Source: an optimization exercise on an open RTL-to-GDS flow (aim: a short achievable clock period and few clock cycles). Production flows keep margins and buffers that such runs may drop.
Only simulation tests tie the RTL to the original design; equivalence was not proved.
No activity file was given, so power comes from the tool's default toggle rates.

==> inputs of run a <==
==> flow/design.v <==
module isp_result_encoder (
    input  wire       c_inv,
    input  wire       c_tmo,
    input  wire       c_flt,
    output reg  [1:0] result
);
    localparam [1:0] R_SUCCESS = 2'd0,
                     R_TIMEOUT = 2'd1,
                     R_HWFAULT = 2'd2,
                     R_INVALID = 2'd3;
    always @(*) begin
        if (c_inv)
            result = R_INVALID;
        else if (c_tmo)
            result = R_TIMEOUT;
        else if (c_flt)
            result = R_HWFAULT;
        else
            result = R_SUCCESS;
    end
endmodule
module isp_flash_programmer (
    input  wire        clk,
    input  wire        rst,           
    input  wire        req_valid,
    output wire        req_ready,
    input  wire [2:0]  req_op,
    input  wire [31:0] req_addr,
    input  wire [31:0] req_arg,
    output wire        rsp_valid,
    input  wire        rsp_ready,
    output wire [1:0]  rsp_result,
    output wire [31:0] rsp_rdata,
    output wire [1:0]  rsp_verdict,
    output wire        busy,
    output wire        bus_en,
    output wire        bus_we,
    output wire [2:0]  bus_reg,
    output wire [31:0] bus_wdata,
    input  wire [31:0] bus_rdata
);
    localparam [2:0]      N_MAX                = 3'd4;
    localparam [31:0]     GO_VALUE             = 32'h0000_0001;
    localparam [31:0]     C_PAGE_ERASE         = 32'h0000_0022;
    localparam [31:0]     C_PAGE_ERASE_SPECIAL = 32'h0000_0022;
    localparam [31:0]     C_READ               = 32'h0000_0000;
    localparam [31:0]     C_PROGRAM            = 32'h0000_0021;
    localparam [31:0]     C_RUN_CKSUM          = 32'h0000_002D;
    localparam [31:0]     C_READ_CKSUM         = 32'h0000_000D;
    localparam [31:0]     C_RUN_ALL1           = 32'h0000_0028;
    localparam [31:0]     C_READ_ALL1          = 32'h0000_0008;
    localparam [31:0]     SPECIAL_ERASE_ADDR   = 32'h0020_0000;
    localparam [31:0]     ERASE_UNLOCK_KEY     = 32'h0055_AA03;
    localparam [31:0]     ALL1_YES             = 32'hA11F_FFFF;
    localparam [31:0]     ALL1_NO              = 32'hA110_0000;
    localparam [31:0]     SENTINEL             = 32'hFFFF_FFFF;
    localparam            BUSY_BIT             = 0;    
    localparam            FAIL_BIT             = 6;    
    localparam [2:0] OP_ERASE   = 3'd0,
                     OP_READ    = 3'd1,
                     OP_PROGRAM = 3'd2,
                     OP_CKSUM   = 3'd3,
                     OP_VERIFY  = 3'd4;
    localparam [2:0] REG_CMD     = 3'd0,
                     REG_ADDR    = 3'd1,
                     REG_DATA    = 3'd2,
                     REG_TRIG    = 3'd3,
                     REG_STATUS  = 3'd4,
                     REG_FAILCTL = 3'd5;
    localparam [1:0] V_NONE       = 2'd0,
                     V_ALLONES    = 2'd1,
                     V_NOTALLONES = 2'd2;
    localparam [1:0] R_SUCCESS = 2'd0,
                     R_TIMEOUT = 2'd1,
                     R_HWFAULT = 2'd2,
                     R_INVALID = 2'd3;
    function arg_ok_f(input [2:0] o, input [31:0] a, input [31:0] g);
        case (o)
            OP_ERASE:   arg_ok_f = (a[8:0] == 9'd0);
            OP_READ:    arg_ok_f = (a[1:0] == 2'd0);
            OP_PROGRAM: arg_ok_f = (a[1:0] == 2'd0);
            OP_CKSUM:   arg_ok_f = (a[8:0] == 9'd0) && (g[8:0] == 9'd0);
            OP_VERIFY:  arg_ok_f = (a[8:0] == 9'd0) && (g[8:0] == 9'd0);
            default:    arg_ok_f = 1'b0;
        endcase
    endfunction
    function [31:0] code0_f(input [2:0] o);
        case (o)
            OP_ERASE:   code0_f = C_PAGE_ERASE;    
            OP_READ:    code0_f = C_READ;
            OP_PROGRAM: code0_f = C_PROGRAM;
            OP_CKSUM:   code0_f = C_RUN_CKSUM;
            OP_VERIFY:  code0_f = C_RUN_ALL1;
            default:    code0_f = 32'd0;
        endcase
    endfunction
    reg s_idle, s_check, s_wcmd, s_waddr, s_wdata, s_trig, s_poll,
        s_rfail, s_cfail, s_rdata, s_vdata, s_resp;
    reg [2:0]  op;
    reg [31:0] addr;
    reg [31:0] arg;
    reg        phase;
    reg [2:0]  cnt;
    reg        fast_r;      
    reg        bad_r;       
    reg        ready_r;
    reg        busy_r;
    reg        en_r;
    reg        we_r;
    reg [2:0]  reg_r;
    reg [31:0] wdata_r;
    reg        v_r;
    reg [31:0] rd_a;
    reg [31:0] rd_b;
    reg [1:0]  res_r;
    reg [1:0]  verdict_r;
    assign req_ready   = ready_r;
    assign busy        = busy_r;
    assign bus_en      = ~rst & (en_r | (fast_r & req_valid));
    assign bus_we      = we_r;
    assign bus_reg     = reg_r;
    assign bus_wdata   = wdata_r;
    assign rsp_valid   = v_r;
    assign rsp_rdata   = (bus_rdata | rd_b) & rd_a;
    assign rsp_verdict = verdict_r;
    isp_result_encoder u_enc (
        .c_inv  (res_r == R_INVALID),
        .c_tmo  (res_r == R_TIMEOUT),
        .c_flt  (res_r == R_HWFAULT),
        .result (rsp_result)
    );
    wire rd_busy = bus_rdata[BUSY_BIT];
    wire rd_fail = bus_rdata[FAIL_BIT];
    wire rd_yes  = (bus_rdata == ALL1_YES);
    wire rd_no   = (bus_rdata == ALL1_NO);
    wire rd_def  = rd_yes | rd_no;
    wire last    = (cnt == 3'd1);
    wire op_erase  = (op == OP_ERASE);
    wire op_read   = (op == OP_READ);
    wire op_prog   = (op == OP_PROGRAM);
    wire op_cksum  = (op == OP_CKSUM);
    wire op_verify = (op == OP_VERIFY);
    wire is_special  = (addr == SPECIAL_ERASE_ADDR);
    wire has_data    = (op_erase & is_special) | op_prog | ((op_cksum | op_verify) & ~phase);
    wire verify_read = op_verify & phase;
    wire two_phase   = (op_cksum | op_verify) & ~phase;       
    wire to_rdata    = op_read | (op_cksum & phase);           
    wire to_rfail    = op_erase | op_prog;                     
    wire ok_latched  = arg_ok_f(op, addr, arg);
    wire ok_req      = arg_ok_f(req_op, req_addr, req_arg);
    wire accept      = s_idle & req_valid;         
    wire answering   = s_cfail | s_rdata | s_resp;  
    wire done        = answering & rsp_ready;
    wire poll_busy = s_poll & rd_busy;
    wire poll_done = s_poll & ~rd_busy;
    wire n_idle  = rst | (s_idle & ~req_valid) | done;
    wire n_check = ~rst & accept & ~fast_r & ~bad_r;
    wire n_wcmd  = ~rst & ((s_check & ok_latched) | (poll_done & two_phase) |
                           (s_vdata & ~rd_def & ~last));
    wire n_waddr = ~rst & ((accept & fast_r) | s_wcmd);
    wire n_wdata = ~rst & s_waddr & has_data;
    wire n_trig  = ~rst & ((s_waddr & ~has_data) | s_wdata);
    wire n_poll  = ~rst & (s_trig | (poll_busy & ~last));
    wire n_rfail = ~rst & poll_done & to_rfail;
    wire n_cfail = ~rst & s_rfail & rd_fail;
    wire n_rdata = ~rst & poll_done & to_rdata;
    wire n_vdata = ~rst & poll_done & verify_read;
    wire n_resp  = ~rst & ((accept & bad_r) | (s_check & ~ok_latched) |
                           (poll_busy & last) | (s_rfail & ~rd_fail) |
                           (s_vdata & (rd_def | last)) | (answering & ~rsp_ready));
    always @(posedge clk) begin
        s_idle  <= n_idle;
        s_check <= n_check;
        s_wcmd  <= n_wcmd;
        s_waddr <= n_waddr;
        s_wdata <= n_wdata;
        s_trig  <= n_trig;
        s_poll  <= n_poll;
        s_rfail <= n_rfail;
        s_cfail <= n_cfail;
        s_rdata <= n_rdata;
        s_vdata <= n_vdata;
        s_resp  <= n_resp;
        ready_r <= n_idle;
        busy_r  <= ~n_idle;
        v_r     <= n_cfail | n_rdata | n_resp;
        en_r    <= n_wcmd | n_waddr | n_wdata | n_trig | n_poll |
                   n_rfail | n_cfail | n_rdata | n_vdata;
        fast_r  <= ~rst & done & req_valid &  ok_req;
        bad_r   <= ~rst & done & req_valid & ~ok_req;
    end
    always @(posedge clk) begin
        if (accept) begin
            op    <= req_op;
            addr  <= req_addr;
            arg   <= req_arg;
            phase <= 1'b0;
        end else if (poll_done & two_phase) begin
            phase <= 1'b1;
        end
        if (s_trig) begin
            if (!verify_read) cnt <= N_MAX;
        end else if (poll_done & two_phase) begin
            cnt <= N_MAX;
        end else if ((poll_busy | s_vdata) & ~last) begin
            cnt <= cnt - 1'b1;
        end
    end
    always @(posedge clk) begin
        if (s_idle) begin                        
            we_r <= 1'b1; reg_r <= REG_ADDR;    wdata_r <= req_addr;
        end else if (s_check) begin              
            we_r <= 1'b1; reg_r <= REG_CMD;     wdata_r <= code0_f(op);
        end else if (s_wcmd) begin               
            we_r <= 1'b1; reg_r <= REG_ADDR;    wdata_r <= addr;
        end else if (s_waddr) begin              
            we_r <= 1'b1;
            if (has_data) begin
                reg_r <= REG_DATA; wdata_r <= op_erase ? ERASE_UNLOCK_KEY : arg;
            end else begin
                reg_r <= REG_TRIG; wdata_r <= GO_VALUE;
            end
        end else if (s_wdata) begin              
            we_r <= 1'b1; reg_r <= REG_TRIG;    wdata_r <= GO_VALUE;
        end else if (s_trig) begin               
            we_r <= 1'b0; reg_r <= REG_STATUS;
        end else if (s_poll) begin               
            wdata_r <= op_cksum ? C_READ_CKSUM : C_READ_ALL1;
            if (rd_busy) begin
                we_r <= 1'b0; reg_r <= REG_STATUS;
            end else if (two_phase) begin
                we_r <= 1'b1; reg_r <= REG_CMD;
            end else if (to_rfail) begin
                we_r <= 1'b0; reg_r <= REG_FAILCTL;
            end else begin
                we_r <= 1'b0; reg_r <= REG_DATA;
            end
        end else if (s_rfail) begin              
            we_r <= 1'b1; reg_r <= REG_FAILCTL; wdata_r <= bus_rdata;
        end else if (s_vdata) begin              
            we_r <= 1'b1; reg_r <= REG_CMD;     wdata_r <= C_READ_ALL1;
        end else begin                           
            we_r <= 1'b1; reg_r <= REG_CMD;     wdata_r <= code0_f(req_op);
        end
    end
    always @(posedge clk) begin
        if (accept) begin
            rd_a      <= SENTINEL;
            rd_b      <= SENTINEL;
            verdict_r <= V_NONE;
            res_r     <= R_INVALID;
        end else begin
            if (s_poll & to_rdata)             
                rd_b <= {32{rd_busy}};
            else if (s_rdata) begin
                rd_a <= bus_rdata;
                rd_b <= bus_rdata;
            end
            if (s_check)
                res_r <= R_INVALID;
            else if (s_poll)
                res_r <= ~rd_busy ? R_SUCCESS : (verify_read ? R_HWFAULT : R_TIMEOUT);
            else if (s_rfail)
                res_r <= rd_fail ? R_HWFAULT : R_SUCCESS;
            else if (s_vdata) begin
                res_r     <= rd_def ? R_SUCCESS : R_HWFAULT;
                verdict_r <= {rd_no, rd_yes};
            end
        end
    end
endmodule
==> flow/run.sh <==
#!/bin/bash
# synth_recipe.tcl (not shown) runs the flow's synth.tcl, then flattens the netlist and writes it again
# the make line also repeats each setting of config.mk as NAME=value (left out here)
make -C /OpenROAD-flow-scripts/flow DESIGN_CONFIG=/design/flow/config.mk WORK_HOME=/design/flow/orfs CLKGATE_MAP_FILE= SYNTH_SCRIPT=/design/flow/synth_recipe.tcl finish
==> flow/config.mk <==
export PLATFORM = sky130hd
export DESIGN_NAME = isp_flash_programmer
export DESIGN_NICKNAME = isp_flash_programmer
export VERILOG_FILES = /design/flow/design.v
export SDC_FILE = /design/flow/constraint.sdc
export NUM_CORES = 4
export LEC_CHECK = 0
export ABC_CLOCK_PERIOD_IN_PS = 1000
export CAP_MARGIN = 20
export CORE_MARGIN = 2
export CORE_UTILIZATION = 40
export SETUP_SLACK_MARGIN = 3.0
export SLEW_MARGIN = 20
==> flow/constraint.sdc <==
create_clock -name core_clock -period 5.0 [get_ports {clk}]
set_input_delay 1.0000 -clock core_clock [delete_from_list [all_inputs] [get_ports {clk}]]
set_output_delay 1.0000 -clock core_clock [all_outputs]
set_load 0.01 [all_outputs]
==> run b: changes against run a <==
--- a/flow/design.v
+++ b/flow/design.v
@@ -110,8 +110,8 @@
     reg [2:0]  reg_r;
     reg [31:0] wdata_r;
     reg        v_r;
-    reg [31:0] rd_a;
-    reg [31:0] rd_b;
+    reg        rdsel_r;
+    reg [31:0] rdata_r;
     reg [1:0]  res_r;
     reg [1:0]  verdict_r;
     assign req_ready   = ready_r;
@@ -121,7 +121,7 @@
     assign bus_reg     = reg_r;
     assign bus_wdata   = wdata_r;
     assign rsp_valid   = v_r;
-    assign rsp_rdata   = (bus_rdata | rd_b) & rd_a;
+    assign rsp_rdata   = rdata_r | (bus_rdata & {32{rdsel_r}});
     assign rsp_verdict = verdict_r;
     isp_result_encoder u_enc (
         .c_inv  (res_r == R_INVALID),
@@ -184,6 +184,7 @@
         ready_r <= n_idle;
         busy_r  <= ~n_idle;
         v_r     <= n_cfail | n_rdata | n_resp;
+        rdsel_r <= n_rdata;
         en_r    <= n_wcmd | n_waddr | n_wdata | n_trig | n_poll |
                    n_rfail | n_cfail | n_rdata | n_vdata;
         fast_r  <= ~rst & done & req_valid &  ok_req;
@@ -202,7 +203,7 @@
             if (!verify_read) cnt <= N_MAX;
         end else if (poll_done & two_phase) begin
             cnt <= N_MAX;
-        end else if ((poll_busy | s_vdata) & ~last) begin
+        end else if ((poll_busy & ~last) | (s_vdata & ~rd_def & ~last)) begin
             cnt <= cnt - 1'b1;
         end
     end
@@ -245,17 +246,14 @@
     end
     always @(posedge clk) begin
         if (accept) begin
-            rd_a      <= SENTINEL;
-            rd_b      <= SENTINEL;
+            rdata_r   <= SENTINEL;
             verdict_r <= V_NONE;
             res_r     <= R_INVALID;
         end else begin
-            if (s_poll & to_rdata)             
-                rd_b <= {32{rd_busy}};
-            else if (s_rdata) begin
-                rd_a <= bus_rdata;
-                rd_b <= bus_rdata;
-            end
+            if (poll_done & to_rdata)
+                rdata_r <= 32'd0;
+            else if (s_rdata)
+                rdata_r <= bus_rdata;
             if (s_check)
                 res_r <= R_INVALID;
             else if (s_poll)
Settings changed: ABC_CLOCK_PERIOD_IN_PS 1000 to 2000.
==> run c: changes against run a <==
--- a/flow/design.v
+++ b/flow/design.v
@@ -110,8 +110,8 @@
     reg [2:0]  reg_r;
     reg [31:0] wdata_r;
     reg        v_r;
-    reg [31:0] rd_a;
-    reg [31:0] rd_b;
+    reg        rdsel_r;
+    reg [31:0] rdata_r;
     reg [1:0]  res_r;
     reg [1:0]  verdict_r;
     assign req_ready   = ready_r;
@@ -121,7 +121,7 @@
     assign bus_reg     = reg_r;
     assign bus_wdata   = wdata_r;
     assign rsp_valid   = v_r;
-    assign rsp_rdata   = (bus_rdata | rd_b) & rd_a;
+    assign rsp_rdata   = rdsel_r ? bus_rdata : rdata_r;
     assign rsp_verdict = verdict_r;
     isp_result_encoder u_enc (
         .c_inv  (res_r == R_INVALID),
@@ -184,6 +184,7 @@
         ready_r <= n_idle;
         busy_r  <= ~n_idle;
         v_r     <= n_cfail | n_rdata | n_resp;
+        rdsel_r <= n_rdata;
         en_r    <= n_wcmd | n_waddr | n_wdata | n_trig | n_poll |
                    n_rfail | n_cfail | n_rdata | n_vdata;
         fast_r  <= ~rst & done & req_valid &  ok_req;
@@ -202,7 +203,7 @@
             if (!verify_read) cnt <= N_MAX;
         end else if (poll_done & two_phase) begin
             cnt <= N_MAX;
-        end else if ((poll_busy | s_vdata) & ~last) begin
+        end else if ((poll_busy & ~last) | (s_vdata & ~rd_def & ~last)) begin
             cnt <= cnt - 1'b1;
         end
     end
@@ -245,17 +246,12 @@
     end
     always @(posedge clk) begin
         if (accept) begin
-            rd_a      <= SENTINEL;
-            rd_b      <= SENTINEL;
+            rdata_r   <= SENTINEL;
             verdict_r <= V_NONE;
             res_r     <= R_INVALID;
         end else begin
-            if (s_poll & to_rdata)             
-                rd_b <= {32{rd_busy}};
-            else if (s_rdata) begin
-                rd_a <= bus_rdata;
-                rd_b <= bus_rdata;
-            end
+            if (s_rdata)
+                rdata_r <= bus_rdata;
             if (s_check)
                 res_r <= R_INVALID;
             else if (s_poll)
Settings changed: ABC_CLOCK_PERIOD_IN_PS 1000 to 2400, SETUP_SLACK_MARGIN 3.0 to 2.6.
==> run d: changes against run a <==
--- a/flow/design.v
+++ b/flow/design.v
@@ -110,8 +110,8 @@
     reg [2:0]  reg_r;
     reg [31:0] wdata_r;
     reg        v_r;
-    reg [31:0] rd_a;
-    reg [31:0] rd_b;
+    reg [31:0] rd_x;
+    reg [31:0] rd_y;
     reg [1:0]  res_r;
     reg [1:0]  verdict_r;
     assign req_ready   = ready_r;
@@ -121,7 +121,7 @@
     assign bus_reg     = reg_r;
     assign bus_wdata   = wdata_r;
     assign rsp_valid   = v_r;
-    assign rsp_rdata   = (bus_rdata | rd_b) & rd_a;
+    assign rsp_rdata   = ~(rd_y & ~(bus_rdata & rd_x));
     assign rsp_verdict = verdict_r;
     isp_result_encoder u_enc (
         .c_inv  (res_r == R_INVALID),
@@ -245,16 +245,16 @@
     end
     always @(posedge clk) begin
         if (accept) begin
-            rd_a      <= SENTINEL;
-            rd_b      <= SENTINEL;
+            rd_x      <= SENTINEL;
+            rd_y      <= ~SENTINEL;
             verdict_r <= V_NONE;
             res_r     <= R_INVALID;
         end else begin
             if (s_poll & to_rdata)             
-                rd_b <= {32{rd_busy}};
+                rd_y <= {32{~rd_busy}};
             else if (s_rdata) begin
-                rd_a <= bus_rdata;
-                rd_b <= bus_rdata;
+                rd_x <= bus_rdata;
+                rd_y <= ~bus_rdata;
             end
             if (s_check)
                 res_r <= R_INVALID;
Settings changed: ABC_CLOCK_PERIOD_IN_PS 1000 to 2000, SETUP_SLACK_MARGIN 3.0 to 2.4.
==> run summary <==
Clock insertion delay at the later pin of the skew report: run b 0.43 ns; run a 0.44 ns; run d 0.43 ns; run c 0.42 ns
Leakage: run b 4.04 nW; run a 4.71 nW; run d 4.00 nW; run c 3.80 nW
Arrival time reported for the critical path endpoint: run b 1.40 ns; run a 1.43 ns; run d 1.59 ns; run c 1.51 ns
Fraction of area in registers: run b 38.6%; run a 39.7%; run d 44.8%; run c 41.1%
Logic depth of the worst setup path including buffers: run b 3; run a 3; run d 4; run c 3
Synthesized-area fraction occupied by xor and xnor cells: run b 0.247%; run a 0.103%; run d 0.106%; run c 0.126%
Total Routing Usage GR: run b 25.8%; run a 25.8%; run d 23.6%; run c 23.9%
Final-stage net count: run b 979; run a 1168; run d 1111; run c 903
Hold wc startpoint: run b res_r[1]; run a verdict_r[0]; run d bad_r; run c bad_r
Result of the run: run b timing/DRC/antenna clean; run a timing/DRC/antenna clean; run d timing/DRC/antenna clean; run c timing/DRC/antenna clean
Most frequent standard cell in the layout excluding fill and tap cells: run b edfxtp_1; run a nand2_1; run d nand2_1; run c clkdlybuf4s50_1
Cell count after placement: run b 1003; run a 1233; run d 1249; run c 968
Multi-Input Combinational: run b 418; run a 532; run d 585; run c 390
Final HPWL DP: run b 15400 um; run a 18100 um; run d 17600 um; run c 14800 um
Slack of the critical path: run b 2.60 ns; run a 2.57 ns; run d 2.41 ns; run c 2.49 ns
NetSw: run b 0.755 mW; run a 0.862 mW; run d 0.845 mW; run c 0.702 mW
Final RePlAce weighted congestion: run b 0.875; run a 0.856; run d 0.918; run c 0.919
Post-CTS sizing: run b 629; run a 626; run d 225; run c 459
Final cell utilization of the core: run b 63.5%; run a 58.6%; run d 53.7%; run c 60.0%
Area after detailed placement: run b 9120 um2; run a 10600 um2; run d 10300 um2; run c 8920 um2
Sequential power share: run b 48.5%; run a 49.6%; run d 50.7%; run c 48.3%
X dimension of the die: run b 137 um; run a 150 um; run d 148 um; run c 136 um
Core region area: run b 17300 um2; run a 21000 um2; run d 20200 um2; run c 17200 um2
Testbench counts of run a, summed over its fixed seeds: cycles 19,325.
Testbench counts of run b, summed over its fixed seeds: cycles 19,325.
Testbench counts of run c, summed over its fixed seeds: cycles 19,325.
Testbench counts of run d, summed over its fixed seeds: cycles 19,325.

==> afterwards: timing with drivers on the ports <==
The results above use ideal ports. As a check the final layouts listed here were re-extracted and re-timed, cells and wires unchanged.
Step 1 sets driving cells, clkbuf_16 on the clock port and buf_2 on the other inputs (assumed; they add their load-dependent delay and slew).
Step 2 moves the port delays by t, midway between the first and last clock arrival at a register: inputs arrive t later, outputs are due t later. That takes back most of the time a late clock gives input paths.
a / b / c = ideal ports / drivers / drivers and shift; a / b = the first two.
run | t, ns | setup WS [ns] | hold WS [ns] | worst slew at a driven data input, ns | cell pins on the clock port's net
run a | 0.479 | 2.572 / 2.516 / 2.367 | 0.465 / 0.465 / 0.465 | 0.08 | 1
run b | 0.463 | 2.600 / 2.556 / 2.232 | 0.462 / 0.462 / 0.462 | 0.07 | 1
run c | 0.462 | 2.493 / 2.446 / 2.232 | 0.426 / 0.426 / 0.426 | 0.09 | 1
run d | 0.473 | 2.405 / 2.376 / 2.028 | 0.454 / 0.454 / 0.454 | 0.07 | 1
After both steps setup and hold are still met in every run listed. For run d, which loses most, drivers alone change the setup slack by -0.029 ns; drivers and shift together by -0.377 ns.
